What follows belongs to an exercise in optimizing a design on an open flow for small area, a short achievable clock period and few clock cycles; a production flow would make more cautious choices. Where RTL was checked, it was by simulation tests only, not by an equivalence proof against the original. No functional check of the RTL was part of runs 1, 3 and 4. Power figures rest on the tool's default switching activity, not on a simulated workload.

## flow/flow/run.sh

```bash
#!/bin/bash
# The standard layout (standard.sh), with two changes to how it builds:
# the port buffers are buf_1 cells, and the clock tree uses clkbuf_4/8
# cells without dummy loads.
set -euo pipefail
export BUFFER_PORTS_ARGS="-buffer_cell sky130_fd_sc_hd__buf_1"
export CTS_ARGS="-sink_clustering_enable -repair_clock_nets -buf_list {sky130_fd_sc_hd__clkbuf_4 sky130_fd_sc_hd__clkbuf_8} -dont_use_dummy_load"
bash standard.sh > make_flow.log 2>&1
```

## flow/standard.sh

```bash
#!/bin/bash
# synth_recipe.tcl (not shown) runs the flow's synth.tcl, then flattens the netlist and writes it again
# the make line also repeats each setting of config.mk as NAME=value (left out here)
make -C /OpenROAD-flow-scripts/flow DESIGN_CONFIG=/design/flow/config.mk WORK_HOME=/design/flow/orfs CLKGATE_MAP_FILE= SYNTH_SCRIPT=/design/flow/synth_recipe.tcl "${@:-finish}"
```

## flow/config.mk

```make
export PLATFORM = sky130hd
export DESIGN_NAME = xcpu
export DESIGN_NICKNAME = xcpu
export VERILOG_FILES = /design/flow/design.v
export SDC_FILE = /design/flow/constraint.sdc
export NUM_CORES = 4
export LEC_CHECK = 0
export CAP_MARGIN = 30
export CORE_MARGIN = 2
export CORE_UTILIZATION = 55
export PLACE_DENSITY = 0.65
export SETUP_SLACK_MARGIN = 4
export SLEW_MARGIN = 30
```

## flow/constraint.sdc

```tcl
create_clock -name core_clock -period 10.0 [get_ports {clk}]
set_input_delay 2.0000 -clock core_clock [delete_from_list [all_inputs] [get_ports {clk}]]
set_output_delay 2.0000 -clock core_clock [all_outputs]
set_load 0.01 [all_outputs]
```

## flow/design.v

```verilog
module xcpu (
    input  logic        clk,
    input  logic        rst,         
    input  logic        start,
    output logic        busy,
    output logic        mem_req,
    output logic        mem_we,
    output logic [7:0]  mem_addr,
    output logic [31:0] mem_wdata,
    input  logic        mem_ready,
    input  logic [31:0] mem_rdata,
    output logic        out_valid,
    output logic [31:0] out_data,
    input  logic        out_ready,
    input  logic [3:0]  dbg_sel,
    output logic [31:0] dbg_data,
    output logic [7:0]  flags
);
    localparam int BPC = 4;
    localparam logic [3:0] XP = 4'd8, IP = 4'd9, SP = 4'd10, RP = 4'd11,
                           EXP = 4'd12, EIP = 4'd13;
    localparam logic [4:0] OP_HALT = 5'd0,  OP_INT   = 5'd1,  OP_NOOP = 5'd2,
                           OP_SET  = 5'd3,  OP_LOAD  = 5'd4,  OP_STORE = 5'd5,
                           OP_MOVE = 5'd6,  OP_PUSH  = 5'd7,  OP_POP   = 5'd8,
                           OP_INC  = 5'd9,  OP_DEC   = 5'd10, OP_CSTR  = 5'd11,
                           OP_TEST = 5'd12, OP_JUMP  = 5'd13, OP_JZ    = 5'd14,
                           OP_JNZ  = 5'd15, OP_JE    = 5'd16, OP_JNE   = 5'd17,
                           OP_CALL = 5'd18, OP_RET   = 5'd19, OP_SETTRAP = 5'd20,
                           OP_RAISE = 5'd21, OP_RESUME = 5'd22;
    typedef enum logic [3:0] {
        S_IDLE,    
        S_OPC,     
        S_OP1,     
        S_OP2,     
        S_DMEM,    
        S_EXEC,    
        S_TMP,     
        S_CSTR,    
        S_PSTR,    
        S_SVCW     
    } state_t;
    state_t state;
    logic [7:0][31:0] gr;      
    logic [31:0] xp, sp, rp, expr, eip;
    logic [7:0]  ip;           
    logic        f_halt, f_exc, f_zero, f_equal, f_greater, f_less, f_invaddr;
    logic [31:0] intid;
    logic [4:0]  op;           
    logic [3:0]  ra;           
    logic [7:0]  daddr;        
    logic [3:0]  rb;
    assign rb = daddr[3:0];
    logic        dvalid;       
    logic [31:0] tmp;          
    logic        pend;
    logic [1:0]  pkind;
    localparam logic [1:0] K_MOVE = 2'd0, K_INC = 2'd1, K_DEC = 2'd2, K_TEST = 2'd3;
    function automatic logic valid_addr(input logic [31:0] a);
        valid_addr = (a[31:8] == 24'd0);
    endfunction
    function automatic logic valid_reg(input logic [31:0] k);
        valid_reg = (k[31:4] == 28'd0) && (k[3:0] <= 4'd13);
    endfunction
    logic t_eq, t_lt;          
    assign t_eq = (tmp == rda);
    assign t_lt = ($signed(tmp) < $signed(rda));
    logic exec;                
    assign exec = pend && (state == S_OPC || state == S_EXEC);
    logic [3:0]  idx_a, ia_q, ia_n;
    logic        idle;         
    logic [31:0] rda;
    assign idx_a = idle ? dbg_sel : ia_q;
    always_comb begin
        case (idx_a)
            4'd8:    rda = xp;
            4'd9:    rda = {24'd0, ip};
            4'd10:   rda = sp;
            4'd11:   rda = rp;
            4'd12:   rda = expr;
            4'd13:   rda = eip;
            4'd14:   rda = intid;
            4'd15:   rda = 32'd0;
            default: rda = gr[idx_a[2:0]];
        endcase
    end
    logic        alu_pass, alu_inv_in, alu_inv_out;
    logic [31:0] alu_inc, alu_res;
    always_comb begin
        if (exec) begin
            alu_pass    = (pkind == K_MOVE);
            alu_inv_in  = (pkind == K_DEC);
            alu_inv_out = (pkind == K_DEC);
        end else begin                          
            alu_pass    = !rda[31] || ((state == S_OP1) ? mem_rdata[0] : intid[0]);
            alu_inv_in  = 1'b1;
            alu_inv_out = 1'b0;
        end
    end
    assign alu_inc = (rda ^ {32{alu_inv_in}}) + 32'd1;
    assign alu_res = alu_pass ? rda : (alu_inc ^ {32{alu_inv_out}});
    logic xp_valid, sp_valid, sp1_valid;
    assign xp_valid  = valid_addr(xp);
    assign sp_valid  = valid_addr(sp);
    assign sp1_valid = (sp_valid && sp[7:0] != 8'hFF) || (sp == 32'hFFFF_FFFF);
    logic [31:0] xp_inc;
    assign xp_inc = xp + 32'd1;
    logic [4:0] rop;
    logic       rop_known;
    assign rop       = mem_rdata[4:0];
    logic rd_hi0, rd_reg, rd_zero, rd_two, rd_01;
    assign rd_hi0    = (mem_rdata[31:8] == 24'd0);
    assign rop_known = rd_hi0 && (mem_rdata[7:5] == 3'd0) && (rop <= 5'd22);
    assign rd_reg    = rd_hi0 && (mem_rdata[7:4] == 4'd0) && (mem_rdata[3:0] <= 4'd13);
    assign rd_zero   = rd_hi0 && (mem_rdata[7:0] == 8'd0);
    assign rd_two    = rd_hi0 && (mem_rdata[7:0] == 8'd2);
    assign rd_01     = rd_hi0 && (mem_rdata[7:1] == 7'd0);
    logic op_r1;
    assign op_r1 = (op == OP_SET) || (op == OP_LOAD) || (op == OP_STORE) ||
                   (op == OP_MOVE) || (op == OP_TEST) || (op == OP_PUSH) ||
                   (op == OP_POP) || (op == OP_INC) || (op == OP_DEC);
    logic hold;
    assign hold = pend && (pkind != K_TEST) && (ra >= RP) &&
                  (!xp_valid || !rop_known ||
                   (rop == OP_RET) || (rop == OP_RAISE) || (rop == OP_RESUME));
    logic ld_st, d_valid;
    assign ld_st   = (op == OP_LOAD) || (op == OP_STORE);
    assign d_valid = ld_st ? dvalid : (op == OP_POP) ? sp1_valid : sp_valid;
    typedef enum logic [2:0] { P_IDLE, P_CHAR, P_CONV, P_SKIP, P_EMIT } pmode_t;
    pmode_t      pmode;
    logic [39:0] prr;
    logic        psign;        
    localparam int CW = $clog2(32 / BPC);
    logic [CW-1:0] pcnt;
    logic [3:0]  pdig;
    logic p_free;              
    assign p_free = (pmode == P_IDLE) || (pmode == P_CHAR && out_ready) ||
                    (pmode == P_EMIT && !psign && pdig == 4'd0 && out_ready);
    logic [39:0] dd_step [BPC+1];
    always_comb begin
        dd_step[0] = prr;
        for (int s = 0; s < BPC; s++) begin
            logic [39:0] adj;
            for (int d = 0; d < 10; d++)
                adj[4*d +: 4] = ((int'(pcnt) * BPC + s >= 4 * d - 4) && dd_step[s][4*d +: 4] >= 4'd5)
                                ? dd_step[s][4*d +: 4] + 4'd3 : dd_step[s][4*d +: 4];
            dd_step[s+1] = {adj[38:0], adj[39]};
        end
    end
    logic [3:0] msd;           
    always_comb begin
        msd = 4'd0;
        for (int d = 1; d < 10; d++)
            if (prr[4*d +: 4] != 4'd0) msd = 4'(d);
    end
    logic [3:0] cur_digit;
    assign cur_digit = prr[4*pdig +: 4];
    always_comb begin
        out_valid = 1'b0;
        out_data  = prr[39:8];
        if (pmode == P_CHAR) begin
            out_valid = 1'b1;
        end else if (pmode != P_IDLE && psign) begin
            out_valid = 1'b1;
            out_data  = 32'd45;
        end else if (pmode == P_EMIT) begin
            out_valid = 1'b1;
            out_data  = {28'd3, cur_digit};
        end
    end
    always_comb begin
        mem_req   = 1'b0;
        mem_we    = 1'b0;
        mem_addr  = xp[7:0];
        mem_wdata = rda;
        case (state)
            S_OPC, S_OP1, S_OP2, S_CSTR: mem_req = xp_valid;
            S_DMEM: begin
                mem_req  = d_valid;
                mem_we   = (op == OP_STORE) || (op == OP_PUSH);
                mem_addr = ld_st ? daddr : (op == OP_POP) ? sp[7:0] + 8'd1 : sp[7:0];
            end
            S_PSTR: begin
                mem_req  = dvalid;
                mem_addr = daddr;
            end
            default: ;
        endcase
    end
    assign busy  = (state != S_IDLE) || (pmode != P_IDLE);
    assign flags = {f_invaddr, 1'b0, f_less, f_greater, f_equal, f_zero, f_exc, f_halt};
    assign dbg_data = rda;
    typedef enum logic [2:0] { X_KEEP, X_INC, X_WB, X_RP, X_EXP, X_EIP, X_ZERO } xsrc_t;
    state_t      nstate;
    logic        gw;               
    logic [31:0] wb;
    xsrc_t       xp_src;
    logic        ip_we;            
    logic        run_init;         
    logic        rp_call;          
    logic        exp_set;          
    logic        eip_ip, eip_xp;   
    logic        set_exc, set_inv, clr_exc, set_halt;
    logic        op_ld, ra_ld, rb_ld, ra_sp, intid_ld;
    logic        pend_set, pend_clr;
    logic [1:0]  pkind_n;
    logic        sptr_ld, sptr_inc;
    logic        pj_int, pj_chr;
    assign wb = (exec || (state == S_OP1 && op == OP_INT) || state == S_SVCW) ? alu_res : mem_rdata;
    always_comb begin
        nstate   = state;
        gw       = 1'b0;
        xp_src   = X_KEEP;
        ip_we    = 1'b0;
        run_init = 1'b0;
        rp_call  = 1'b0;
        exp_set  = 1'b0;
        eip_ip   = 1'b0;
        eip_xp   = 1'b0;
        set_exc  = 1'b0;
        set_inv  = 1'b0;
        clr_exc  = 1'b0;
        set_halt = 1'b0;
        op_ld    = 1'b0;
        ra_ld    = 1'b0;
        rb_ld    = 1'b0;
        ra_sp    = 1'b0;
        intid_ld = 1'b0;
        pend_set = 1'b0;
        pend_clr = exec;
        pkind_n  = pkind;
        sptr_ld  = 1'b0;
        sptr_inc = 1'b0;
        pj_int   = 1'b0;
        pj_chr   = 1'b0;
        if (exec && pkind != K_TEST && ra != IP) gw = 1'b1;
        case (state)
            S_IDLE: begin
                if (start && pmode == P_IDLE) begin
                    run_init = 1'b1;
                    nstate   = S_OPC;
                end
            end
            S_OPC: begin
                if (hold) begin
                end else if (!xp_valid) begin
                    set_inv = 1'b1;
                    set_exc = 1'b1;
                    ip_we   = 1'b1;
                    eip_xp  = 1'b1;
                    xp_src  = X_EXP;
                end else if (mem_ready) begin
                    ip_we  = 1'b1;
                    op_ld  = 1'b1;
                    xp_src = X_INC;
                    if (!rop_known || rop == OP_RAISE) begin
                        set_exc = 1'b1;
                        eip_xp  = 1'b1;
                        xp_src  = X_EXP;
                    end else begin
                        case (rop)
                            OP_HALT: begin
                                set_halt = 1'b1;
                                nstate   = S_IDLE;
                            end
                            OP_NOOP: ;
                            OP_RET:  xp_src = X_RP;
                            OP_RESUME: begin
                                clr_exc = 1'b1;
                                xp_src  = X_EIP;
                            end
                            OP_CSTR: nstate = S_CSTR;
                            default: nstate = S_OP1;
                        endcase
                    end
                end
            end
            S_OP1: begin
                if (!xp_valid) begin
                    set_inv = 1'b1;
                    set_exc = 1'b1;
                end else if (mem_ready) begin
                    if (op_r1 && !rd_reg) begin
                        set_exc = 1'b1;
                    end else begin
                        xp_src = X_INC;
                        ra_ld  = 1'b1;
                        nstate = S_OPC;
                        case (op)
                            OP_INT: begin
                                intid_ld = 1'b1;
                                if (rd_two) begin
                                    sptr_ld = 1'b1;
                                    nstate  = S_PSTR;
                                end else if (rd_01) begin
                                    if (p_free) begin
                                        pj_int = !mem_rdata[0];
                                        pj_chr = mem_rdata[0];
                                    end else begin
                                        nstate = S_SVCW;
                                    end
                                end
                            end
                            OP_PUSH, OP_POP: nstate = S_DMEM;
                            OP_INC, OP_DEC: begin
                                pend_set = 1'b1;
                                pkind_n  = (op == OP_INC) ? K_INC : K_DEC;
                                if (mem_rdata[3:0] == XP) nstate = S_EXEC;
                            end
                            OP_JUMP: xp_src = X_WB;
                            OP_JZ:   if (f_zero)   xp_src = X_WB;
                            OP_JNZ:  if (!f_zero)  xp_src = X_WB;
                            OP_JE:   if (f_equal)  xp_src = X_WB;
                            OP_JNE:  if (!f_equal) xp_src = X_WB;
                            OP_CALL: begin
                                rp_call = 1'b1;
                                xp_src  = X_WB;
                            end
                            OP_SETTRAP: exp_set = 1'b1;
                            default: nstate = S_OP2;   
                        endcase
                    end
                end
            end
            S_OP2: begin
                if (!xp_valid) begin
                    set_inv = 1'b1;
                    set_exc = 1'b1;
                end else if (mem_ready) begin
                    if ((op == OP_MOVE || op == OP_TEST) && !rd_reg) begin
                        set_exc = 1'b1;
                    end else begin
                        xp_src = X_INC;
                        rb_ld  = 1'b1;
                        nstate = S_OPC;
                        case (op)
                            OP_SET: if (ra != IP) gw = 1'b1;
                            OP_LOAD, OP_STORE: nstate = S_DMEM;
                            OP_MOVE: begin
                                pend_set = 1'b1;
                                pkind_n  = K_MOVE;
                                if (ra == XP) nstate = S_EXEC;
                            end
                            default: begin   
                                pend_set = 1'b1;
                                pkind_n  = K_TEST;
                                if (ra == XP) nstate = S_TMP;
                            end
                        endcase
                    end
                end
            end
            S_TMP: nstate = S_OPC;    
            S_DMEM: begin
                if (!d_valid || mem_ready) begin
                    nstate = S_OPC;
                    if (op == OP_PUSH || op == OP_POP) begin
                        ra_sp   = 1'b1;
                        pkind_n = (op == OP_PUSH) ? K_DEC : K_INC;
                    end
                    if (!d_valid) begin
                        set_inv  = 1'b1;
                        set_exc  = 1'b1;
                        pend_set = (op == OP_POP);
                    end else begin
                        if ((op == OP_LOAD || op == OP_POP) && ra != IP) gw = 1'b1;
                        pend_set = (op == OP_PUSH) || (op == OP_POP && ra != SP);
                    end
                end
            end
            S_EXEC: nstate = S_OPC;
            S_CSTR: begin
                if (!xp_valid) begin
                    set_inv = 1'b1;
                    set_exc = 1'b1;
                end else if (mem_ready) begin
                    xp_src = X_INC;
                    if (rd_zero) nstate = S_OPC;
                end
            end
            S_PSTR: begin
                if (!dvalid) begin
                    set_inv = 1'b1;
                    set_exc = 1'b1;
                end else if (mem_ready && p_free) begin
                    if (rd_zero) begin
                        nstate = S_OPC;
                    end else begin
                        pj_chr   = 1'b1;
                        sptr_inc = 1'b1;
                    end
                end
            end
            S_SVCW: begin
                if (p_free) begin
                    pj_int = !intid[0];
                    pj_chr = intid[0];
                    nstate = S_OPC;
                end
            end
            default: nstate = S_IDLE;
        endcase
        if (set_exc && state != S_OPC) begin
            eip_ip = 1'b1;
            xp_src = X_EXP;
            nstate = S_OPC;
        end
        if (run_init) xp_src = X_ZERO;
    end
    logic [31:0] wbz;          
    assign wbz = rst ? 32'd0 : wb;
    logic [31:0] xp_d;
    always_comb begin
        case (xp_src)
            X_INC:   xp_d = xp_inc;
            X_RP:    xp_d = rp;
            X_EXP:   xp_d = expr;
            X_EIP:   xp_d = eip;
            X_ZERO:  xp_d = 32'd0;
            default: xp_d = wb;
        endcase
    end
    for (genvar i = 0; i < 8; i++) begin : g_gr
        always_ff @(posedge clk)
            if (rst || (gw && ra == 4'(i))) gr[i] <= wbz;
    end
    always_ff @(posedge clk) begin
        if (rst)                               xp <= 32'd0;
        else if (gw && ra == XP)               xp <= wb;
        else if (xp_src != X_KEEP)             xp <= xp_d;
        if (rst)                               ip <= 8'd0;
        else if (ip_we)                        ip <= xp[7:0];
        if (rst)                               sp <= 32'd0;
        else if (gw && ra == SP)               sp <= wb;
        else if (run_init)                     sp <= 32'd255;
        if (rst || run_init)                   rp <= 32'd0;
        else if (gw && ra == RP)               rp <= wb;
        else if (rp_call)                      rp <= xp_inc;
        if (rst)                               expr <= 32'd0;
        else if ((gw && ra == EXP) || exp_set) expr <= wb;
        if (rst)                               eip <= 32'd0;
        else if (eip_ip)                       eip <= {24'd0, ip};
        else if (eip_xp)                       eip <= xp;
        else if (gw && ra == EIP)              eip <= wb;
        if (rst)                               intid <= 32'd0;
        else if (intid_ld)                     intid <= mem_rdata;
    end
    always_ff @(posedge clk) begin
        if (rst) begin
            state     <= S_IDLE;
            f_halt    <= 1'b0;
            f_exc     <= 1'b0;
            f_zero    <= 1'b0;
            f_equal   <= 1'b0;
            f_greater <= 1'b0;
            f_less    <= 1'b0;
            f_invaddr <= 1'b0;
            pend      <= 1'b0;
        end else begin
            state <= nstate;
            if (run_init) f_halt <= 1'b0;
            if (set_halt) f_halt <= 1'b1;
            if (clr_exc)  f_exc  <= 1'b0;
            if (set_exc)  f_exc  <= 1'b1;
            if (set_inv)  f_invaddr <= 1'b1;
            if (exec && pkind == K_TEST) begin
                f_zero    <= (tmp == 32'd0);
                f_equal   <= t_eq;
                f_greater <= !t_lt && !t_eq;
                f_less    <= t_lt;
            end
            if (pend_set)      pend <= 1'b1;
            else if (pend_clr) pend <= 1'b0;
        end
    end
    logic [3:0] ra_n, rb_n;
    logic [1:0] pk_n;
    always_comb begin
        ra_n = ra_ld ? mem_rdata[3:0] : ra_sp ? SP : ra;
        rb_n = rb_ld ? mem_rdata[3:0] : rb;
        pk_n = pend_set ? pkind_n : pkind;
        case (nstate)
            S_OPC, S_EXEC: ia_n = (pk_n == K_MOVE || pk_n == K_TEST) ? rb_n : ra_n;
            S_OP1, S_SVCW: ia_n = 4'd0;
            default:       ia_n = ra_n;
        endcase
    end
    always_ff @(posedge clk) begin
        idle <= rst || nstate == S_IDLE;
        ia_q <= ia_n;
        tmp <= rda;
        if (op_ld) op <= rop;
        if (ra_ld) ra <= mem_rdata[3:0];
        if (ra_sp) ra <= SP;
        if (rb_ld) begin
            daddr  <= mem_rdata[7:0];
            dvalid <= rd_hi0;
        end
        if (pend_set) pkind <= pkind_n;
        if (sptr_ld) begin
            daddr  <= rda[7:0];
            dvalid <= valid_addr(rda);
        end
        if (sptr_inc) begin
            daddr <= daddr + 8'd1;
            if (daddr == 8'd255) dvalid <= 1'b0;
        end
    end
    always_ff @(posedge clk) begin
        if (rst) begin
            pmode <= P_IDLE;
            psign <= 1'b0;
        end else begin
            case (pmode)
                P_CHAR: if (out_ready) pmode <= P_IDLE;
                P_CONV: begin
                    if (psign && out_ready) psign <= 1'b0;
                    prr   <= dd_step[BPC];
                    pcnt  <= pcnt + 1'b1;
                    if (pcnt == CW'(32 / BPC - 1)) pmode <= P_SKIP;
                end
                P_SKIP: begin
                    if (psign && out_ready) psign <= 1'b0;
                    pdig  <= msd;
                    pmode <= P_EMIT;
                end
                P_EMIT: begin
                    if (psign) begin
                        if (out_ready) psign <= 1'b0;
                    end else if (out_ready) begin
                        if (pdig == 4'd0) pmode <= P_IDLE;
                        else              pdig  <= pdig - 4'd1;
                    end
                end
                default: ;
            endcase
            if (pj_chr) begin
                pmode <= P_CHAR;
                prr   <= {wb, 8'd0};
            end else if (pj_int) begin
                pmode <= P_CONV;
                prr   <= {wb, 8'd0};
                psign <= rda[31];
                pcnt  <= '0;
            end
        end
    end
endmodule
```

==> results of run 1 <==
==> cell usage after synthesis, types with 52 or more instances <==
cell type,count
sky130_fd_sc_hd__a21oi_1,232
sky130_fd_sc_hd__a22oi_1,82
sky130_fd_sc_hd__and2_1,65
sky130_fd_sc_hd__nand3_1,87
sky130_fd_sc_hd__clkbuf_1,174
sky130_fd_sc_hd__inv_1,111
sky130_fd_sc_hd__a222oi_1,52
sky130_fd_sc_hd__nand2b_1,61
sky130_fd_sc_hd__o22ai_1,57
sky130_fd_sc_hd__dfxtp_1,260
sky130_fd_sc_hd__nand2_1,381
sky130_fd_sc_hd__nor2_1,252
sky130_fd_sc_hd__nor3_1,73
sky130_fd_sc_hd__xnor2_1,74
sky130_fd_sc_hd__o21ai_0,174
sky130_fd_sc_hd__mux2i_1,135
sky130_fd_sc_hd__edfxtp_1,316
sky130_fd_sc_hd__ha_1,108
==> per-layer routing <==
layer  global-route usage, %  wire length (µm)
met2                    66.2             63500
met4                    26.7             10100
met3                    14.5             22900
met5                    1.70               189
met1                    58.5             54800
==> final cells by class <==
type	count	area share, %
tap	837	2.65
timing repair buffer	391	7.41
sequential	576	37.1
antenna	5	0.0316
inverter	121	1.33
clock buffer	98	3.41
multi-input combinational	2693	48.0
==> worst reg2reg max path: stages, from the launching register on <==
cell and delay, ns:
sky130_fd_sc_hd__edfxtp_1 0.54, sky130_fd_sc_hd__inv_1 0.27, sky130_fd_sc_hd__ha_1 0.28, sky130_fd_sc_hd__nand2b_1 0.09, sky130_fd_sc_hd__a21o_1 0.23, sky130_fd_sc_hd__a21o_1 0.20, sky130_fd_sc_hd__and2_1 0.17, sky130_fd_sc_hd__ha_1 0.21
sky130_fd_sc_hd__nor2b_1 0.15, sky130_fd_sc_hd__o31a_1 0.29, sky130_fd_sc_hd__nor2_1 0.18, sky130_fd_sc_hd__xnor2_2 0.13, sky130_fd_sc_hd__ha_1 0.24, sky130_fd_sc_hd__nor2b_1 0.15, sky130_fd_sc_hd__o31ai_1 0.30, sky130_fd_sc_hd__and2_1 0.27
sky130_fd_sc_hd__xnor2_1 0.23, sky130_fd_sc_hd__ha_1 0.24, sky130_fd_sc_hd__nor2b_1 0.19, sky130_fd_sc_hd__nor3_1 0.08, sky130_fd_sc_hd__a221oi_2 0.41, sky130_fd_sc_hd__nand2b_1 0.16, sky130_fd_sc_hd__a21o_1 0.10, sky130_fd_sc_hd__xor2_1 0.25
sky130_fd_sc_hd__mux2i_1 0.11
==> sequential cells by signal, indices dropped and copies added (netlist names), 5 cells and up <==
register  count
ip            8
gr          256
intid        32
xp           32
op            5
expr         32
prr          40
daddr         8
sp           32
tmp          32
eip          32
rp           32
==> repair_timing <==
action | in CTS | in global routing
buffers inserted | 53 | 81
gates resized for setup | 187 | 134
pin swaps | 21 | 46
endpoints found under the setup margin | 539 | 322
cloned | 7 | 6
==> kinds of logic (layout without fill, tap and decap cells) <==
group	Yosys count	after routing
muxes	180	182
AOI/OAI and AO/OA	1102	1102
xor gates and xnor gates	104	104
other	1	6
buffers and inverters	398	610
adders and majority gates	111	111
and+or+nand+nor	1189	1193
DFF	576	576
==> worst min-delay path by stage <==
stage	startpoint	to	slack, ns
3_5_place_dp	intid[20]	intid[20]	0.45
5_1_grt	intid[24]	intid[24]	0.48
6_report	intid[20]	intid[20]	0.46
4_1_cts	intid[20]	intid[20]	0.46
2_1_floorplan	intid[2]	intid[2]	0.43
3_3_place_gp	intid[14]	intid[14]	0.45
==> power breakdown <==
part | internal [mW] | switching [mW]
Clock | 0.857 | 0.909
Sequential | 2.63 | 0.0798
Combinational | 0.481 | 0.903
Total | 3.97 | 1.89
==> metrics by stage <==
step	utilization, %	instance area [µm²]
6_report	64.2	39600
3_3_place_gp	57.7	35500
3_5_place_dp	57.7	35600
2_1_floorplan	-	34400
5_1_grt	64.2	39600
4_1_cts	62.0	38200
==> metrics.log, run 1 <==
INFO  metric synth.mux.area_fraction = around 5.7%
INFO  metric postCtsHoldBufs = 0
INFO  metric critical_path.n_buffers_inverters = 6
INFO  metric setup_viol_count_final = 0
INFO  metric initial_antenna_violation_count = 7
INFO  metric synth_area_leaders = sky130_fd_sc_hd__edfxtp_1 28%, sky130_fd_sc_hd__dfxtp_1 15%, sky130_fd_sc_hd__nand2_1 4.2%
INFO  metric final-seq-area = ~15,000 µm²
INFO  metric clock_edge_transition_at_the_registers_on_the_reported_setup_and_hold_paths = 0.05 ns
INFO  metric power.ir.vdd_worst = 0.178 mV
INFO  metric synth_largest_type_area_fraction = between 20% and 30%
INFO  metric critical_path.startpoint = dbg_sel[0]
INFO  metric reg2reg_slack = 4.26 ns
INFO  metric wirelength = 152 mm
INFO  metric clk_root_buffer_cell = sky130_fd_sc_hd__clkbuf_8
INFO  metric min_delay_path_depth = 2
INFO  metric result_of_the_run = finished with violations
INFO  metric drt_pre_antenna_iters = 9
INFO  metric tritoncts = yes
INFO  metric detail-route-antenna-nets = 0
INFO  metric synth-xor-area-share = 2.66%
INFO  metric die_width = 253 µm
INFO  metric first_global_vias = 31,400
INFO  metric final_nets = 4,030
INFO  metric transition_at_the_pin_with_the_smallest_max_transition_slack = 1.45 ns
INFO  metric power_leakage = around 14 nW
INFO  metric ctsLongestPathBuffers = 3
INFO  metric max_slew_margin = about 1.7%
INFO  metric yosysUniqueCellTypes = slightly above 100
INFO  metric worst_setup_path_end_kind = primary output
INFO  metric report.final.hold_viol_count = 0
INFO  metric yosysSeqAreaShare = 42.9%
INFO  metric synthToLayoutAreaGrowth = 15.6%
INFO  metric synth_compound_area_share = between 20% and 30%
INFO  metric initial_utilization = 55.5%
INFO  metric grt_usage = 45.3%
INFO  metric grt_start_max_net_pins = 51
INFO  metric setup-tns-final = 0 ns
INFO  metric worst-setup-path-type = input port to primary output
INFO  metric cts.sink_count = between 500 and 600
INFO  metric finalCritPeriodShare = 61.1%
INFO  metric vias = 34,200
INFO  metric hold_ws = roughly 0.46 ns
INFO  metric multi_input_comb_area = 19,000 µm²
INFO  metric postSynthRegisterBits = 576
INFO  metric mostFrequentLayoutCells = 373 x sky130_fd_sc_hd__nand2_1, 316 x sky130_fd_sc_hd__edfxtp_1, 259 x sky130_fd_sc_hd__dfxtp_1
INFO  metric worstSetupStartpointType = input port
INFO  metric cts_inserted_buffers = 98
INFO  metric synthesis.nets = 3,810
INFO  metric drc_violations_left = 0
INFO  metric totalPowerFinal = 5.86 mW
INFO  metric synth-simple-area-share = between 10% and 20%
INFO  metric synth_enable_flop_cells = around 320
INFO  metric post-route-worst-setup-slack = 3.89 ns
INFO  metric cp_capture_point = mem_wdata[8]
INFO  metric clk-insertion-delay-late = between 0.7 and 0.8 ns
INFO  metric post-place-cells = 4,471
INFO  metric avg_vias_per_cell = 7.24
INFO  metric critical_path_data_required_time = 8.00 ns
INFO  metric clock-skew-final = 0.0727 ns
INFO  metric cap_viol_max_count = 1
INFO  metric synthAdderAreaFrac = 4.04%
INFO  metric fraction_of_registers_with_async_set_or_reset_after_synthesis = 0%
INFO  metric rr_worst_depth = 24
INFO  metric gp_congestion = 1.04
INFO  metric post_route_cells_drive_above_1_share = 16.6%
INFO  metric cp_slowest_stage_delay = 0.33 ns
INFO  metric yosys_most_used_dff = sky130_fd_sc_hd__edfxtp_1
INFO  metric fill_cells = 5,071
INFO  metric final.min_clock_period = around 6.1 ns
INFO  metric final_common_cell = sky130_fd_sc_hd__nand2_1
INFO  metric global_route.overflow_total = 0
INFO  metric reg2reg_from = prr[13]
INFO  metric port_buffers = 155
INFO  metric power_density = about 150 nW/µm²
INFO  metric max_freq = 164 MHz
INFO  metric detailedRoute.firstIterationViolations = 6,055
INFO  metric worstPathArrival = 4.11 ns
INFO  metric die-height = 253 µm
INFO  metric chain_of_cells_forming_the_critical_path = buf_16, nand3b_1, buf_4, buf_4, a21oi_1, buf_6, a21oi_1, o221a_1, nand2b_2, clkinv_4, buf_1
INFO  metric largest_family_of_logic_cells_by_synthesized_area = compound AO/OA/AOI/OAI gates
INFO  metric rr_endpoint = prr[16]
INFO  metric fp-row-count = 91
INFO  metric critical_path_cell_count = 11
INFO  metric maxSlewViolCount = 0
INFO  metric synthesis.area_per_instance = just over 9 µm²
INFO  metric syn-cell-area = 34,200 µm²
INFO  metric netlist_instances = 3,661
INFO  metric first_pass_grt_wire_length = 212 mm
INFO  metric failed_checks = capacitance limit
INFO  metric htreeDepth = 3
INFO  metric finalNonFillerCells = 4,721
INFO  metric cp_slowest_cell = sky130_fd_sc_hd__nand2b_2
INFO  metric pin_count = 157
INFO  metric post-place-ws = 1.98 ns
INFO  metric cp_top_delay_family = buffers and inverters
INFO  metric crit_path_max_fanout = 10
INFO  metric core_region_area = 61,600 µm²
INFO  metric hold_class = flop to flop
INFO  metric rsz_0062_raised_after_global_routing = true
INFO  metric floorplan_die_area = 64,200 µm²
INFO  metric ys.warnings.count = 2
INFO  metric largest_area_contributor_in_the_netlist = sky130_fd_sc_hd__edfxtp_1
INFO  metric wire_per_inst = 32.1 µm
INFO  metric hpwlAfterDp = between 100 and 150 mm
==> run 2: changes to the inputs <==
--- a/flow/design.v
+++ b/flow/design.v
@@ -129,7 +129,7 @@
     pmode_t      pmode;
     logic [39:0] prr;
     logic        psign;        
-    localparam int CW = $clog2(32 / BPC);
+    localparam int CW = (BPC == 1) ? 5 : (BPC == 2) ? 4 : (BPC == 4) ? 3 : 2;
     logic [CW-1:0] pcnt;
     logic [3:0]  pdig;
     logic p_free;              
@@ -141,7 +141,7 @@
         for (int s = 0; s < BPC; s++) begin
             logic [39:0] adj;
             for (int d = 0; d < 10; d++)
-                adj[4*d +: 4] = ((int'(pcnt) * BPC + s >= 4 * d - 4) && dd_step[s][4*d +: 4] >= 4'd5)
+                adj[4*d +: 4] = ((7'(pcnt) * 7'(BPC) + 7'(s + 4) >= 7'(4 * d)) && dd_step[s][4*d +: 4] >= 4'd5)
                                 ? dd_step[s][4*d +: 4] + 4'd3 : dd_step[s][4*d +: 4];
             dd_step[s+1] = {adj[38:0], adj[39]};
         end
--- a/flow/config.mk
+++ b/flow/config.mk
@@ -7,7 +7,7 @@
 export LEC_CHECK = 0
 export CAP_MARGIN = 30
 export CORE_MARGIN = 2
-export CORE_UTILIZATION = 55
-export PLACE_DENSITY = 0.65
+export CORE_UTILIZATION = 35
+export PLACE_DENSITY = 0.5
 export SETUP_SLACK_MARGIN = 4
 export SLEW_MARGIN = 30
==> run 2 against run 1 <==
Effect of this change: now clean on timing, DRC and antenna; worst setup slack gained 0.052 ns; total power grew 7.0%; sequential cell count is the same; cell area grew 7.5%; clock skew grew 0.031 ns; highest routed layer unchanged.
==> metrics.log, run 2 <==
INFO  metric result_of_the_run = finished clean
INFO  metric cts_inserted_buffers = 101 (+3.1%)
INFO  metric reg2reg_from = idle
INFO  metric port_buffers = 155 (unchanged)
INFO  metric grt_usage = 29.9% (-15 points)
INFO  metric floorplan_die_area = 107,000 µm² (+66%)
INFO  metric top_register = gr
INFO  metric comb_power_share = 27.3% (+3.7 points)
INFO  metric setup-tns-final = 0 ns (unchanged)
INFO  metric final_design_area_no_fill = 42,500 µm² (+7.5%)
INFO  metric reg2reg_slack = 4.34 ns (+0.08 ns)
INFO  metric detailedRoute.firstIterationViolations = 4,571 (-25%)
INFO  metric min_delay_path_depth = 2 (unchanged)
INFO  metric synthesis.area_per_instance = 9.15 µm² (-2.1%)
INFO  metric critical_path_data_required_time = 8.00 ns (about the same)
INFO  metric detail-route-antenna-nets = 0 (unchanged)
INFO  metric synth_commonest_cells = 347 x sky130_fd_sc_hd__nor2_1, 316 x sky130_fd_sc_hd__edfxtp_1, 293 x sky130_fd_sc_hd__nand2_1
INFO  metric worstSetupStartpointType = input port
INFO  metric first_global_vias = 32,300 (+2.6%)
INFO  metric mostFrequentLayoutCells = 331 x sky130_fd_sc_hd__nor2_1, 316 x sky130_fd_sc_hd__edfxtp_1, 287 x sky130_fd_sc_hd__nand2_1
INFO  metric synth_area_leaders = sky130_fd_sc_hd__edfxtp_1 26%, sky130_fd_sc_hd__dfxtp_1 14%, sky130_fd_sc_hd__mux2i_1 5.1%
INFO  metric final.min_clock_period = 6.06 ns (-0.0524 ns)
INFO  metric wire_per_inst = 29.8 µm (-7.3%)
INFO  metric hpwlAfterDp = 113 mm (+12%)
INFO  metric synthToLayoutAreaGrowth = 16.8%
INFO  metric fraction_of_registers_with_async_set_or_reset_after_synthesis = 0% (unchanged)
INFO  metric hold_class = flop to flop
INFO  metric yosys_most_used_dff = sky130_fd_sc_hd__edfxtp_1
INFO  metric global_route.overflow_total = 0 (unchanged)
INFO  metric fill_cells = 10,300 (+100%)
INFO  metric ys.warnings.count = 2 (unchanged)
INFO  metric power.ir.vdd_worst = 0.101 mV (-43%)
INFO  metric drt_pre_antenna_iters = 7 (-2)
INFO  metric postSynthRegisterBits = 576 (unchanged)
INFO  metric layout_top_registers = gr x256, prr x40
INFO  metric first_pass_grt_wire_length = 235 mm (+11%)
INFO  metric transition_at_the_pin_with_the_smallest_max_transition_slack = 1.14 ns (-0.314 ns)
INFO  metric clk_root_buffer_cell = sky130_fd_sc_hd__clkbuf_8
INFO  metric report.final.hold_viol_count = 0 (unchanged)
INFO  metric drc_violations_left = 0 (unchanged)
INFO  metric power_leakage = 15.2 nW (+6.0%)
INFO  metric power_frac_seq = 43.5% (-2.7 points)
INFO  metric yosysUniqueCellTypes = 118 (+16%)
INFO  metric grt_start_max_net_pins = 57 (+12%)
INFO  metric setup_viol_count_final = 0 (unchanged)
INFO  metric clock_edge_transition_at_the_registers_on_the_reported_setup_and_hold_paths = 0.06 ns (about the same)
INFO  metric rr_endpoint = gr[120]
INFO  metric postLayoutCoreUtil = 41.2% (-23 points)
INFO  metric post_route_cells_drive_above_1_share = 16.6% (-0.017 points)
INFO  metric fp-row-count = 118 (+30%)
INFO  metric max_slew_margin = 23.4% (+22 points)
INFO  metric pin_count = 157 (unchanged)
INFO  metric finalNonFillerCells = 5,566 (+18%)
INFO  metric initial_utilization = 35.2% (-20 points)
INFO  metric synthesis.nets = 4,124 (+8.2%)
INFO  metric syn-cell-area = 36,400 µm² (+6.4%)
INFO  metric hold_start = rp[28]
INFO  metric largest_register_ffs = 256 (unchanged)
INFO  metric largest_area_contributor_in_the_netlist = sky130_fd_sc_hd__edfxtp_1
INFO  metric ctsLongestPathBuffers = 3 (unchanged)
INFO  metric tritoncts = yes
INFO  metric maxSlewViolCount = 0 (unchanged)
INFO  metric max_freq = 165 MHz (+0.87%)
INFO  metric die-height = 327 µm (+29%)
INFO  metric rr_worst_depth = 20 (-17%)
INFO  metric wirelength = 166 mm (+9.3%)
INFO  metric worstPathArrival = 4.06 ns (-0.05 ns)
INFO  metric avg_vias_per_cell = 6.28 (-13%)
INFO  metric p_clk_share = 29.1% (-1.0 points)
INFO  metric netlist_instances = 3,982 (+8.8%)
INFO  metric initial_antenna_violation_count = 7 (unchanged)
INFO  metric final_common_cell = sky130_fd_sc_hd__nor2_1
INFO  metric cts.sink_count = 576 (unchanged)
INFO  metric rsz_0062_raised_after_global_routing = true
INFO  metric worst_setup_path_end_kind = primary output
INFO  metric hold_ws = 0.484 ns (+0.0242 ns)
INFO  metric power_switching_share = 34.1% (+1.8 points)
INFO  metric post-synth-top-count-cell = sky130_fd_sc_hd__nor2_1
INFO  metric total_switching_power = 2.14 mW (+13%)
INFO  metric die_width = 327 µm (+29%)
INFO  metric synth_largest_type_area_fraction = 26.1% (-1.7 points)
INFO  metric worst-setup-path-type = input port to primary output
INFO  metric placedInstanceArea = 38,400 µm² (+8.0%)
INFO  metric post-place-cells = 5,305 (+19%)
INFO  metric p_int = 4.13 mW (+4.2%)
INFO  metric yosysSeqAreaShare = 40.3% (-2.6 points)
INFO  metric power_density = 147 nW/µm² (-0.45%)
INFO  metric crit_path_max_fanout = 7 (-3)
INFO  metric htreeDepth = 3 (unchanged)
INFO  metric hold-path-endpoint = rp[28]
INFO  metric gp_congestion = 0.949 (-9.0%)
INFO  metric core_region_area = 103,000 µm² (+68%)
INFO  metric finalCritPeriodShare = 60.6% (-0.52 points)
INFO  metric cap_viol_max_count = 0 (-1)
INFO  metric clk-insertion-delay-late = 0.78 ns (+0.06 ns)
INFO  metric synth_enable_flop_cells = 316 (unchanged)
INFO  metric clock-skew-final = 0.104 ns (+0.0309 ns)
INFO  metric vias = 35,000 (+2.2%)
INFO  metric final_nets = 4,328 (+7.4%)
[run 2: how the worst max path moves through the flow]
stage	start	endpoint	slack [ns]
3_3_place_gp	dbg_sel[0]	gr[22]	1.85
6_report	dbg_sel[0]	mem_wdata[29]	3.94
5_1_grt	dbg_sel[0]	mem_wdata[29]	3.92
3_5_place_dp	dbg_sel[0]	gr[22]	1.86
2_1_floorplan	dbg_sel[0]	mem_wdata[29]	3.91
4_1_cts	dbg_sel[2]	dbg_data[10]	3.82
[run 2: repair_timing]
| item | 4_1_cts | 5_1_grt |
|---|---|---|
| hold endpoints to repair | 0 | 0 |
| cloned | 8 | 5 |
| resized for setup | 183 | 120 |
| hold buffers | 0 | 0 |
| setup endpoints to repair | 776 | 282 |
| pin swaps | 48 | 41 |
| buffers inserted | 103 | 41 |
[run 2: metrics by stage]
step,total power [mW],setup slack (ns)
global placement,4.17,1.85
detailed placement,4.18,1.86
global route,6.48,3.92
CTS,6.17,3.82
floorplan,3.66,3.91
finish,6.27,3.94
[run 2: worst max-delay path, stage by stage]
cell,delay [ns]
sky130_fd_sc_hd__buf_12,0.12
sky130_fd_sc_hd__buf_8,0.12
sky130_fd_sc_hd__and3_4,0.18
sky130_fd_sc_hd__or2_4,0.29
sky130_fd_sc_hd__buf_12,0.15
sky130_fd_sc_hd__buf_16,0.14
sky130_fd_sc_hd__buf_4,0.14
sky130_fd_sc_hd__a221oi_2,0.27
sky130_fd_sc_hd__o21ai_2,0.11
sky130_fd_sc_hd__a31oi_4,0.29
sky130_fd_sc_hd__inv_2,0.09
sky130_fd_sc_hd__buf_2,0.15
[run 2: power by group through the flow]
stage | Sequential (mW) | Combinational [mW] | Clock (mW)
global placement | 2.77 | 1.40 | 0
detailed placement | 2.77 | 1.40 | 0
global route | 2.74 | 1.80 | 1.94
floorplan | 2.72 | 0.939 | 0
finish | 2.73 | 1.71 | 1.83
CTS | 2.72 | 1.59 | 1.85
[run 2: area by class of cell]
cell class | instances | area [µm²] | area share (%)
Antenna cell | 2 | 5.00 | 0.0118
Clock buffer | 101 | 1390 | 3.27
Inverter | 123 | 492 | 1.16
Multi-Input combinational cell | 2960 | 20900 | 49.1
Sequential cell | 576 | 14700 | 34.6
Tap cell | 1380 | 1730 | 4.06
Timing Repair Buffer | 424 | 3330 | 7.82
[run 2: cells by family (layout without fill, tap and decap cells)]
family	count (synthesis)	after routing	share of synthesized area [%]
other	1	3	0.0103
and+or+nand+nor	1309	1311	18.1
xor gates and xnor gates	101	101	2.47
muxes	242	242	7.22
DFF	576	576	40.3
buffers and inverters	449	648	5.50
AOI/OAI and AO/OA	1201	1202	22.8
adders and majority gates	103	103	3.53
[run 2: routing by layer]
metal  vias to the layer above  GRT usage, %  share of wire, %
met2                      2101          45.1                43
met4                         6          13.1               5.3
met3                       430          7.03                11
met5                         -             0             0.028
li1                      15400             -                 -
met1                     17100          40.6                41
Testbench counts of run 2, summed over its fixed seeds: cycles 35,918.
==> run 3: changes to the inputs <==
--- a/flow/design.v
+++ b/flow/design.v
@@ -16,7 +16,7 @@
     output logic [31:0] dbg_data,
     output logic [7:0]  flags
 );
-    localparam int BPC = 4;
+    localparam int BPC = 2;
     localparam logic [3:0] XP = 4'd8, IP = 4'd9, SP = 4'd10, RP = 4'd11,
                            EXP = 4'd12, EIP = 4'd13;
     localparam logic [4:0] OP_HALT = 5'd0,  OP_INT   = 5'd1,  OP_NOOP = 5'd2,
@@ -472,16 +472,17 @@
             else if (pend_clr) pend <= 1'b0;
         end
     end
-    logic [3:0] ra_n, rb_n;
-    logic [1:0] pk_n;
     always_comb begin
-        ra_n = ra_ld ? mem_rdata[3:0] : ra_sp ? SP : ra;
-        rb_n = rb_ld ? mem_rdata[3:0] : rb;
-        pk_n = pend_set ? pkind_n : pkind;
-        case (nstate)
-            S_OPC, S_EXEC: ia_n = (pk_n == K_MOVE || pk_n == K_TEST) ? rb_n : ra_n;
-            S_OP1, S_SVCW: ia_n = 4'd0;
-            default:       ia_n = ra_n;
+        case (state)
+            S_OP1, S_OP2, S_DMEM: ia_n = ia_q;    
+            S_TMP:   ia_n = rb;
+            default: ia_n = 4'd0;
+        endcase
+        if (mem_ready || (state == S_DMEM && !d_valid)) case (state)
+            S_OP1:   ia_n = (op == OP_INT) ? 4'd0 : mem_rdata[3:0];
+            S_OP2:   ia_n = (ld_st || (op == OP_TEST && ra == XP)) ? ra : mem_rdata[3:0];
+            S_DMEM:  ia_n = SP;
+            default: ;
         endcase
     end
     always_ff @(posedge clk) begin
@@ -538,9 +539,17 @@
                 prr   <= {wb, 8'd0};
             end else if (pj_int) begin
                 pmode <= P_CONV;
-                prr   <= {wb, 8'd0};
                 psign <= rda[31];
-                pcnt  <= '0;
+                if (wb[31:8] == 24'd0) begin
+                    prr  <= {wb[7:0], 32'd0};
+                    pcnt <= CW'(24 / BPC);
+                end else if (wb[31:16] == 16'd0) begin
+                    prr  <= {wb[15:0], 24'd0};
+                    pcnt <= CW'(16 / BPC);
+                end else begin
+                    prr  <= {wb, 8'd0};
+                    pcnt <= '0;
+                end
             end
         end
     end
==> run 3 against run 2 <==
Effect of this change: final cell count is 5.4% lower; clock skew down 0.039 ns; worst setup slack worse by 0.21 ns; sequential share of layout area rose by 1.2 points; clock power up 2%; synthesized area is 8.3% lower; still clean on timing, DRC and antenna; largest cell class unchanged; highest routed layer unchanged; register-to-register slack worse by 0.53 ns; cell area down 3.0%.
==> metrics.log, run 3 <==
INFO  metric gp_congestion = 0.986 (+4.0%)
INFO  metric ctsLongestPathBuffers = 3 (unchanged)
INFO  metric synth_enable_flop_cells = 319 (+0.95%)
INFO  metric htreeDepth = 3 (unchanged)
INFO  metric ys.warnings.count = 2 (unchanged)
INFO  metric core_region_area = 94,700 µm² (-8.3%)
INFO  metric drt_pre_antenna_iters = 10 (+3)
INFO  metric rsz_0062_raised_after_global_routing = true
INFO  metric power_leakage = 14.7 nW (-3.8%)
INFO  metric chain_of_cells_forming_the_critical_path = buf_4, nand2b_2, o22ai_4, buf_4, a2111oi_2, o21ai_1, o311a_4, or4_4, a221oi_4, o211ai_4, or3_4, o21a_1, a221oi_4, nor4b_4, buf_6, buf_6, and3_4, buf_6, buf_4, a311oi_2
INFO  metric largest_register_ffs = 256 (unchanged)
INFO  metric vias = 33,300 (-4.9%)
INFO  metric postSynthRegisterBits = 577 (+0.17%)
INFO  metric p_int = 4.20 mW (+1.6%)
INFO  metric die_width = 313 µm (-4.2%)
INFO  metric synthesis.area_per_instance = 9.21 µm² (+0.69%)
INFO  metric comb_power_share = 27.3% (about the same)
INFO  metric largest_area_contributor_in_the_netlist = sky130_fd_sc_hd__edfxtp_1
INFO  metric cts.sink_count = 577 (+0.17%)
INFO  metric layout_top_registers = gr x256, prr x40
INFO  metric drc_violations_left = 0 (unchanged)
INFO  metric floorplan_die_area = 97,900 µm² (-8.2%)
INFO  metric cp_slowest_cell = sky130_fd_sc_hd__or4_4
INFO  metric port_buffers = 155 (unchanged)
INFO  metric synth_area_leaders = sky130_fd_sc_hd__edfxtp_1 29%, sky130_fd_sc_hd__dfxtp_1 15%, sky130_fd_sc_hd__nand2_1 4.9%
INFO  metric rr_worst_depth = 24 (+20%)
INFO  metric worstPathArrival = 6.80 ns (+2.74 ns)
INFO  metric post_route_cells_drive_above_1_share = 21.4% (+4.8 points)
INFO  metric synth_commonest_cells = 433 x sky130_fd_sc_hd__nand2_1, 344 x sky130_fd_sc_hd__nor2_1, 319 x sky130_fd_sc_hd__edfxtp_1
INFO  metric rr_endpoint = prr[17]
INFO  metric die-height = 313 µm (-4.2%)
INFO  metric synthesis.nets = 3,751 (-9.0%)
INFO  metric power_density = 154 nW/µm² (+4.5%)
INFO  metric wirelength = 164 mm (-0.92%)
INFO  metric transition_at_the_pin_with_the_smallest_max_transition_slack = 1.07 ns (-0.0666 ns)
INFO  metric yosys_most_used_dff = sky130_fd_sc_hd__edfxtp_1
INFO  metric reg2reg_slack = 3.81 ns (-0.53 ns)
INFO  metric first_pass_grt_wire_length = 227 mm (-3.2%)
INFO  metric fraction_of_registers_with_async_set_or_reset_after_synthesis = 0% (unchanged)
INFO  metric initial_utilization = 35.3% (about the same)
INFO  metric netlist_instances = 3,628 (-8.9%)
INFO  metric max_freq = 160 MHz (-3.3%)
INFO  metric global_route.overflow_total = 0 (unchanged)
INFO  metric initial_antenna_violation_count = 7 (unchanged)
INFO  metric yosysUniqueCellTypes = 128 (+8.5%)
INFO  metric syn-cell-area = 33,400 µm² (-8.3%)
INFO  metric hold_start = intid[22]
INFO  metric hold_ws = 0.460 ns (-0.0243 ns)
INFO  metric worst-setup-path-type = input port to flop
INFO  metric clock-skew-final = 0.0650 ns (-0.0385 ns)
INFO  metric post-route-worst-setup-slack = 3.74 ns (-0.207 ns)
INFO  metric reg2reg_from = ia_q[0]
INFO  metric min_delay_path_depth = 2 (unchanged)
INFO  metric post-synth-top-count-cell = sky130_fd_sc_hd__nand2_1
INFO  metric hold-path-endpoint = intid[22]
INFO  metric report.final.hold_viol_count = 0 (unchanged)
INFO  metric avg_vias_per_cell = 6.31 (+0.55%)
INFO  metric postCtsHoldBufs = 0 (unchanged)
INFO  metric setup-tns-final = 0 ns (unchanged)
INFO  metric max_slew_margin = 28.3% (+5.0 points)
INFO  metric hpwlAfterDp = 105 mm (-7.3%)
INFO  metric first_global_vias = 30,700 (-4.7%)
INFO  metric cts_inserted_buffers = 105 (+4.0%)
INFO  metric worstSetupStartpointType = input port
INFO  metric post-place-ws = 1.35 ns (-0.512 ns)
INFO  metric synth_largest_type_area_fraction = 28.7% (+2.6 points)
INFO  metric cp_slowest_stage_delay = 0.54 ns (+0.25 ns)
INFO  metric final.min_clock_period = 6.26 ns (+0.207 ns)
INFO  metric power_switching_share = 33.9% (-0.17 points)
INFO  metric power_frac_seq = 43.3% (-0.2 points)
INFO  metric clock_edge_transition_at_the_registers_on_the_reported_setup_and_hold_paths = 0.06 ns (about the same)
INFO  metric fp-row-count = 113 (-4.2%)
INFO  metric crit_path_max_fanout = 11 (+4)
INFO  metric critical_path_data_required_time = 10.53 ns (+2.53 ns)
INFO  metric tritoncts = yes
INFO  metric grt_usage = 31.9% (+2.1 points)
INFO  metric grt_start_max_net_pins = 56 (-1.8%)
INFO  metric maxSlewViolCount = 0 (unchanged)
INFO  metric setup_viol_count_final = 0 (unchanged)
INFO  metric clk_root_buffer_cell = sky130_fd_sc_hd__clkbuf_8
INFO  metric detailedRoute.firstIterationViolations = 5,173 (+13%)
INFO  metric result_of_the_run = finished clean
INFO  metric final_common_cell = sky130_fd_sc_hd__nand2_1
INFO  metric detail-route-antenna-nets = 0 (unchanged)
INFO  metric power.ir.vdd_worst = 0.107 mV (+5.7%)
INFO  metric postLayoutCoreUtil = 43.6% (+2.4 points)
INFO  metric clk-insertion-delay-late = 0.76 ns (-0.02 ns)
INFO  metric worst_setup_path_end_kind = flop
INFO  metric pin_count = 157 (unchanged)
INFO  metric final_nets = 4,121 (-4.8%)
INFO  metric yosysSeqAreaShare = 44.1% (+3.8 points)
INFO  metric fill_cells = 9,319 (-9.6%)
INFO  metric hold_class = flop to flop
INFO  metric mostFrequentLayoutCells = 411 x sky130_fd_sc_hd__nand2_1, 319 x sky130_fd_sc_hd__nor2_1, 319 x sky130_fd_sc_hd__edfxtp_1
INFO  metric p_clk_share = 29.3% (+0.2 points)
INFO  metric total_switching_power = 2.16 mW (+0.88%)
INFO  metric synthToLayoutAreaGrowth = 23.5%
INFO  metric finalCritPeriodShare = 62.6% (+2.1 points)
INFO  metric top_register = gr
INFO  metric wire_per_inst = 31.2 µm (+4.7%)
INFO  metric cap_viol_max_count = 0 (unchanged)
run 3: changes by cell type after synthesis, sizes merged, moves of 37 or more:
cell	previous run	this run
nand3	119	82
o21ai	291	204
a222oi	25	83
a21oi	208	306
nand2	294	437
mux2i	189	69
nor3	101	60
run 3: stage by stage:
step           std cells  cell area [µm²]  total power, mW
2_1_floorplan       3628            33600             3.56
3_3_place_gp        4876            35300             4.07
3_5_place_dp        4877            35400             4.07
4_1_cts             5177            40000             6.21
5_1_grt             5263            41300             6.53
6_report            5266            41300             6.36
run 3: power by group through the flow:
stage               combinational, mW  sequential, mW  clock [mW]
floorplan                       0.820            2.74           0
global placement                 1.27            2.80           0
detailed placement               1.28            2.79           0
CTS                              1.57            2.75        1.89
global route                     1.79            2.76        1.98
finish                           1.74            2.75        1.87
run 3: how the worst max path moves through the flow:
stage               startpoint      end  slack [ns]  depth (start not counted)
global route        dbg_sel[0]  prr[35]        3.73                         21
global placement    dbg_sel[0]  prr[26]        1.41                         20
CTS                 dbg_sel[0]  prr[15]        3.87                         21
finish              dbg_sel[2]  prr[35]        3.74                         20
detailed placement  dbg_sel[0]  prr[18]        1.35                         19
floorplan           dbg_sel[0]  prr[22]        3.58                         23
run 3: per-layer routing:
layer | share of wire (%) | vias to the layer above | track usage [%]
li1 | - | 14200 | -
met1 | 40 | 16100 | 42.2
met2 | 41 | 2353 | 46.2
met3 | 12 | 580 | 9.40
met4 | 7.2 | 3 | 18.7
met5 | 0.055 | - | 0.435
run 3: worst max-delay path: cells and delay by family:
family	cells	cell delay (ns)
buf+inv	6	0.99
simple gates	5	1.49
compound gates	9	2.30
run 3: cells by family after synthesis:
logic type               share of synthesized area [%]
AND/OR/NAND/NOR                                   18.5
XOR/XNOR                                          2.57
multiplexers                                      3.07
other                                           0.0112
AO/OA/AOI/OAI                                     22.9
flip-flops                                        44.1
adder cells (fa/ha/maj)                           3.07
buffers and inverters                             5.71
run 3: area by class of cell:
cell class	count	area [µm²]	share of cell area, %
well taps	1265	1580	3.84
repair buffers	538	4530	11.0
multi-input cells	2672	18500	44.8
diodes	5	12.5	0.0303
inverters	103	454	1.10
repair inverters	1	5.00	0.0121
clock buffers	105	1450	3.50
flip-flops and latches	577	14700	35.7
run 3: repair_timing:
item                                    in CTS  in global routing
gates resized for setup                    315                144
endpoints found under the setup margin     782                442
buffers inserted                           173                 78
pin swaps                                   87                 63
gates cloned                                22                  6
==> run 4: changes to the inputs <==
--- a/flow/design.v
+++ b/flow/design.v
@@ -405,6 +405,19 @@
             nstate = S_OPC;
         end
         if (run_init) xp_src = X_ZERO;
+        gw       = (exec && pkind != K_TEST && ra != IP) ||
+                   (state == S_OP2 && xp_valid && mem_ready && op == OP_SET && ra != IP) ||
+                   (state == S_DMEM && d_valid && mem_ready &&
+                    (op == OP_LOAD || op == OP_POP) && ra != IP);
+        intid_ld = state == S_OP1 && xp_valid && mem_ready && op == OP_INT;
+        exp_set  = state == S_OP1 && xp_valid && mem_ready && op == OP_SETTRAP;
+        rp_call  = state == S_OP1 && xp_valid && mem_ready && op == OP_CALL;
+        ip_we    = state == S_OPC && (mem_ready || !xp_valid);
+        op_ld    = state == S_OPC && mem_ready;
+        ra_ld    = state == S_OP1 && mem_ready;
+        rb_ld    = state == S_OP2 && mem_ready;
+        sptr_ld  = state == S_OP1 && op == OP_INT;
+        sptr_inc = state == S_PSTR && dvalid && mem_ready && p_free;
     end
     logic [31:0] wbz;          
     assign wbz = rst ? 32'd0 : wb;
--- a/flow/config.mk
+++ b/flow/config.mk
@@ -9,5 +9,5 @@
 export CORE_MARGIN = 2
 export CORE_UTILIZATION = 35
 export PLACE_DENSITY = 0.5
-export SETUP_SLACK_MARGIN = 4
+export SETUP_SLACK_MARGIN = 4.5
 export SLEW_MARGIN = 30
==> run 4 against run 3 <==
Effect of this change: wire length rose by 3.8%; die area grew 0.85%; clock skew grew 0.0080 ns; largest cell class unchanged; critical path depth fell by 1; maximum frequency is 2.6% lower; total power up 4.5%.
==> metrics.log, run 4 <==
INFO  metric result_of_the_run = finished clean
INFO  metric setup_viol_count_final = 0 (unchanged)
INFO  metric power_frac_seq = 41.6% (-1.7 points)
INFO  metric hpwlAfterDp = 112 mm (+6.9%)
INFO  metric detail-route-antenna-nets = 0 (unchanged)
INFO  metric worst_setup_path_end_kind = flop
INFO  metric gp_congestion = 1.02 (+3.6%)
INFO  metric post-place-ws = 1.22 ns (-0.129 ns)
INFO  metric clock-skew-final = 0.0730 ns (+0.00801 ns)
INFO  metric tritoncts = yes
INFO  metric first_pass_grt_wire_length = 238 mm (+4.7%)
INFO  metric crit_path_max_fanout = 14 (+3)
INFO  metric synthesis.nets = 3,841 (+2.4%)
INFO  metric die-height = 314 µm (+0.42%)
INFO  metric reg2reg_from = ia_q[1]
INFO  metric synth-simple-area-share = 19.2% (+0.62 points)
INFO  metric setup-tns-final = 0 ns (unchanged)
INFO  metric fill_cells = 9,223 (-1.0%)
INFO  metric drt_pre_antenna_iters = 9 (-1)
INFO  metric initial_antenna_violation_count = 8 (+1)
INFO  metric port_buffers = 155 (unchanged)
INFO  metric power_density = 155 nW/µm² (+0.69%)
INFO  metric grt_usage = 33.3% (+1.4 points)
INFO  metric finalCritPeriodShare = 64.3% (+1.7 points)
INFO  metric synth_compound_area_share = 21.3% (-1.6 points)
INFO  metric floorplan_die_area = 98,800 µm² (+0.85%)
INFO  metric final_nets = 4,224 (+2.5%)
INFO  metric maxSlewViolCount = 0 (unchanged)
INFO  metric synthAdderAreaFrac = 3.10% (+0.033 points)
INFO  metric yosysUniqueCellTypes = 108 (-16%)
INFO  metric worstSetupStartpointType = input port
INFO  metric post-synth-top-count-cell = sky130_fd_sc_hd__nand2_1
INFO  metric first_global_vias = 31,800 (+3.4%)
INFO  metric power_leakage = 15.3 nW (+4.3%)
INFO  metric synth_commonest_cells = 415 x sky130_fd_sc_hd__nand2_1, 351 x sky130_fd_sc_hd__nor2_1, 319 x sky130_fd_sc_hd__edfxtp_1
INFO  metric yosys_most_used_dff = sky130_fd_sc_hd__edfxtp_1
INFO  metric clock_edge_transition_at_the_registers_on_the_reported_setup_and_hold_paths = 0.05 ns (about the same)
INFO  metric hold_class = flop to flop
INFO  metric netlist_instances = 3,718 (+2.5%)
INFO  metric final_common_cell = sky130_fd_sc_hd__nand2_1
INFO  metric comb_power_share = 29.7% (+2.4 points)
INFO  metric global_route.overflow_total = 0 (unchanged)
INFO  metric avg_vias_per_cell = 6.37 (+0.87%)
INFO  metric ys.warnings.count = 2 (unchanged)
INFO  metric fp-row-count = 113 (unchanged)
INFO  metric drc_violations_left = 0 (unchanged)
INFO  metric cp_slowest_stage_delay = 0.57 ns (+0.03 ns)
INFO  metric synthesis.area_per_instance = 9.06 µm² (-1.6%)
INFO  metric wire_per_inst = 31.8 µm (+1.9%)
INFO  metric post-route-worst-setup-slack = 3.57 ns (-0.167 ns)
INFO  metric worst-setup-path-type = input port to flop
INFO  metric mostFrequentLayoutCells = 399 x sky130_fd_sc_hd__nand2_1, 319 x sky130_fd_sc_hd__edfxtp_1, 308 x sky130_fd_sc_hd__nor2_1
INFO  metric cts_inserted_buffers = 107 (+1.9%)
INFO  metric p_int = 4.34 mW (+3.5%)
INFO  metric die_width = 314 µm (+0.42%)
INFO  metric postCtsHoldBufs = 0 (unchanged)
INFO  metric core_region_area = 95,200 µm² (+0.45%)
INFO  metric grt_start_max_net_pins = 90 (+61%)
INFO  metric top_register = gr
INFO  metric htreeDepth = 3 (unchanged)
INFO  metric chain_of_cells_forming_the_critical_path = buf_4, nor2b_4, a21oi_2, buf_4, a31o_2, a31oi_1, or3_4, buf_4, nand2_2, nor2_1, a221oi_1, mux2i_2, buf_6, or4_4, nor4_4, buf_6, and3b_4, o21a_4, o22ai_1
INFO  metric synth_largest_type_area_fraction = 28.4% (-0.25 points)
INFO  metric syn-cell-area = 33,700 µm² (+0.87%)
INFO  metric critical_path_data_required_time = 10.44 ns (-0.09 ns)
INFO  metric fraction_of_registers_with_async_set_or_reset_after_synthesis = 0% (unchanged)
INFO  metric hold_start = intid[20]
INFO  metric pin_count = 157 (unchanged)
INFO  metric synth-xor-area-share = 2.63% (+0.056 points)
INFO  metric vias = 34,200 (+2.8%)
INFO  metric synth.mux.area_fraction = 4.56% (+1.5 points)
INFO  metric reg2reg_slack = 3.76 ns (-0.05 ns)
INFO  metric critical_path.startpoint = dbg_sel[3]
INFO  metric largest_family_of_logic_cells_by_synthesized_area = compound AO/OA/AOI/OAI gates
INFO  metric gr-max-usage-layer = met2
INFO  metric use_met3 = 9.86% (+0.45 points)
INFO  metric transition_at_the_pin_with_the_smallest_max_transition_slack = 1.03 ns (-0.0390 ns)
INFO  metric synthToLayoutAreaGrowth = 27.1%
INFO  metric synth_enable_flop_cells = 319 (unchanged)
INFO  metric clk-insertion-delay-late = 0.78 ns (+0.02 ns)
INFO  metric cap_viol_max_count = 0 (unchanged)
INFO  metric yosysSeqAreaShare = 43.8% (-0.38 points)
INFO  metric p_clk_share = 28.7% (-0.6 points)
INFO  metric report.final.hold_viol_count = 0 (unchanged)
INFO  metric largest_register_ffs = 256 (unchanged)
INFO  metric initial_utilization = 35.4% (+0.15 points)
INFO  metric cts.sink_count = 577 (unchanged)
INFO  metric cp_slowest_cell = sky130_fd_sc_hd__or3_4
INFO  metric groute.layer.met2.usage = 48.3% (+2.2 points)
INFO  metric detailedRoute.firstIterationViolations = 4,917 (-4.9%)
INFO  metric layout_top_registers = gr x256, prr x40
INFO  metric grt_util_met1 = 43.7% (+1.5 points)
INFO  metric power.ir.vdd_worst = 0.108 mV (+0.63%)
INFO  metric post_route_cells_drive_above_1_share = 24.0% (+2.5 points)
INFO  metric total_switching_power = 2.30 mW (+6.4%)
INFO  metric largest_area_contributor_in_the_netlist = sky130_fd_sc_hd__edfxtp_1
INFO  metric wirelength = 171 mm (+3.8%)
INFO  metric rsz_0062_raised_after_global_routing = true
INFO  metric final.min_clock_period = 6.43 ns (+0.167 ns)
INFO  metric synth_area_leaders = sky130_fd_sc_hd__edfxtp_1 28%, sky130_fd_sc_hd__dfxtp_1 15%, sky130_fd_sc_hd__nand2_1 4.6%
INFO  metric max_slew_margin = 30.6% (+2.3 points)
INFO  metric ctsLongestPathBuffers = 3 (unchanged)
INFO  metric power_switching_share = 34.6% (+0.64 points)
INFO  metric critPathMostFrequentCell = sky130_fd_sc_hd__buf_4
INFO  metric max_freq = 155 MHz (-2.6%)
INFO  metric worstPathArrival = 6.87 ns (+0.07 ns)
INFO  metric clk_root_buffer_cell = sky130_fd_sc_hd__clkbuf_8
INFO  metric postSynthRegisterBits = 577 (unchanged)
-- run 4: cell types whose count changed after synthesis, sizes merged, moves of 14 or more --
cell	before	now
mux2i	69	108
mux2	10	24
a211oi	70	52
a21oi	306	271
nand3	82	110
a222oi	83	38
a221oi	41	55
nand2	437	416
and3	43	29
a22oi	63	88
nor3	60	97
-- run 4: logic make-up (layout without fill, tap and decap cells) --
| logic type | Yosys count | after routing |
|---|---|---|
| compound gates | 1063 | 1064 |
| xor+xnor | 101 | 101 |
| fa+ha+maj | 84 | 84 |
| mux | 140 | 141 |
| buf+inv | 404 | 773 |
| other cells | 1 | 6 |
| flops | 577 | 577 |
| simple gates | 1348 | 1358 |
-- run 4: stage by stage --
step | std cells | total power, mW | utilization, % | hold WS (ns) | cell area, µm²
2_1_floorplan | 3718 | 3.65 | - | 0.433 | 34500
3_3_place_gp | 4951 | 4.17 | 37.8 | 0.444 | 36000
3_5_place_dp | 4951 | 4.17 | 37.9 | 0.447 | 36000
4_1_cts | 5288 | 6.44 | 43.3 | 0.454 | 41200
5_1_grt | 5369 | 6.81 | 45.0 | 0.469 | 42800
6_report | 5369 | 6.64 | 45.0 | 0.457 | 42800
-- run 4: layout make-up --
cell class / count / area [µm²] / area share (%)
well taps: 1265 / 1580 / 3.70
diodes: 5 / 12.5 / 0.0292
clock buffers: 107 / 1470 / 3.44
inverters: 98 / 405 / 0.947
multi-input cells: 2749 / 19500 / 45.6
flip-flops and latches: 577 / 14700 / 34.4
repair buffers: 568 / 5070 / 11.8
-- run 4: critical path: cells and delay by family --
family                 cells  cell delay (ns)
muxes                      1             0.13
buffers and inverters      5             1.08
and+or+nand+nor            7             2.15
AOI/OAI and AO/OA          6             1.45
-- run 4: final timing paths --
| kind | depth (start not counted) | to |
|---|---|---|
| worst min-delay path | 2 | intid[20] |
| worst min register to register | 2 | intid[20] |
| worst max-delay path | 19 | prr[8] |
| worst max register to register | 21 | prr[8] |
-- run 4: timing repair --
item	in CTS	in global routing
cloned	19	3
endpoints found under the hold margin	0	0
buffers inserted	211	73
endpoints found under the setup margin	782	393
pin swaps	119	97
gates resized for setup	404	194
-- run 4: power by group through the flow --
| stage | clock network [mW] | registers (mW) | logic (mW) |
|---|---|---|---|
| final | 1.91 | 2.77 | 1.97 |
| after global routing | 2.01 | 2.77 | 2.02 |
| after global placement | 0 | 2.81 | 1.36 |
| after detailed placement | 0 | 2.80 | 1.37 |
| after floorplan | 0 | 2.74 | 0.902 |
| after CTS | 1.92 | 2.76 | 1.76 |
-- run 4: routing by layer --
layer  up-vias  wire length [µm]
met2      2360             71700
met4         5             11800
li1      14600                 -
met5         -                59
met3       591             20200
met1     16700             66800

[afterwards: timing with drivers on the ports]
No port has a modelled driver above. Below, the same layouts with a new extraction and two added sets of constraints. Step 1: set_driving_cell puts a clkbuf_16 on clk and a buf_2 on each other input, an assumption about the parent block. Step 2 moves the port delays by t, midway between the first and last clock arrival at a register: inputs arrive t later, outputs are due t later. That takes back most of the time a late clock gives input paths. Slacks: ideal / step 1 / step 2; pairs: ideal / step 1.
| run | t, ns | setup slack, ns | latest minus earliest clock arrival (ns) | worst register clock-pin slew, ns |
|---|---|---|---|---|
| run 1 | 0.745 | 3.890 / 3.789 / 3.200 | 0.073 / 0.072 | 0.07 / 0.07 |
| run 2 | 0.796 | 3.942 / 3.773 / 3.157 | 0.103 / 0.103 | 0.07 / 0.07 |
| run 3 | 0.797 | 3.735 / 3.663 / 2.865 | 0.065 / 0.065 | 0.06 / 0.06 |
| run 4 | 0.810 | 3.568 / 3.576 / 2.766 | 0.073 / 0.073 | 0.07 / 0.07 |
For run 3, which loses most, drivers alone change the setup slack by -0.072 ns; drivers and shift together by -0.870 ns.
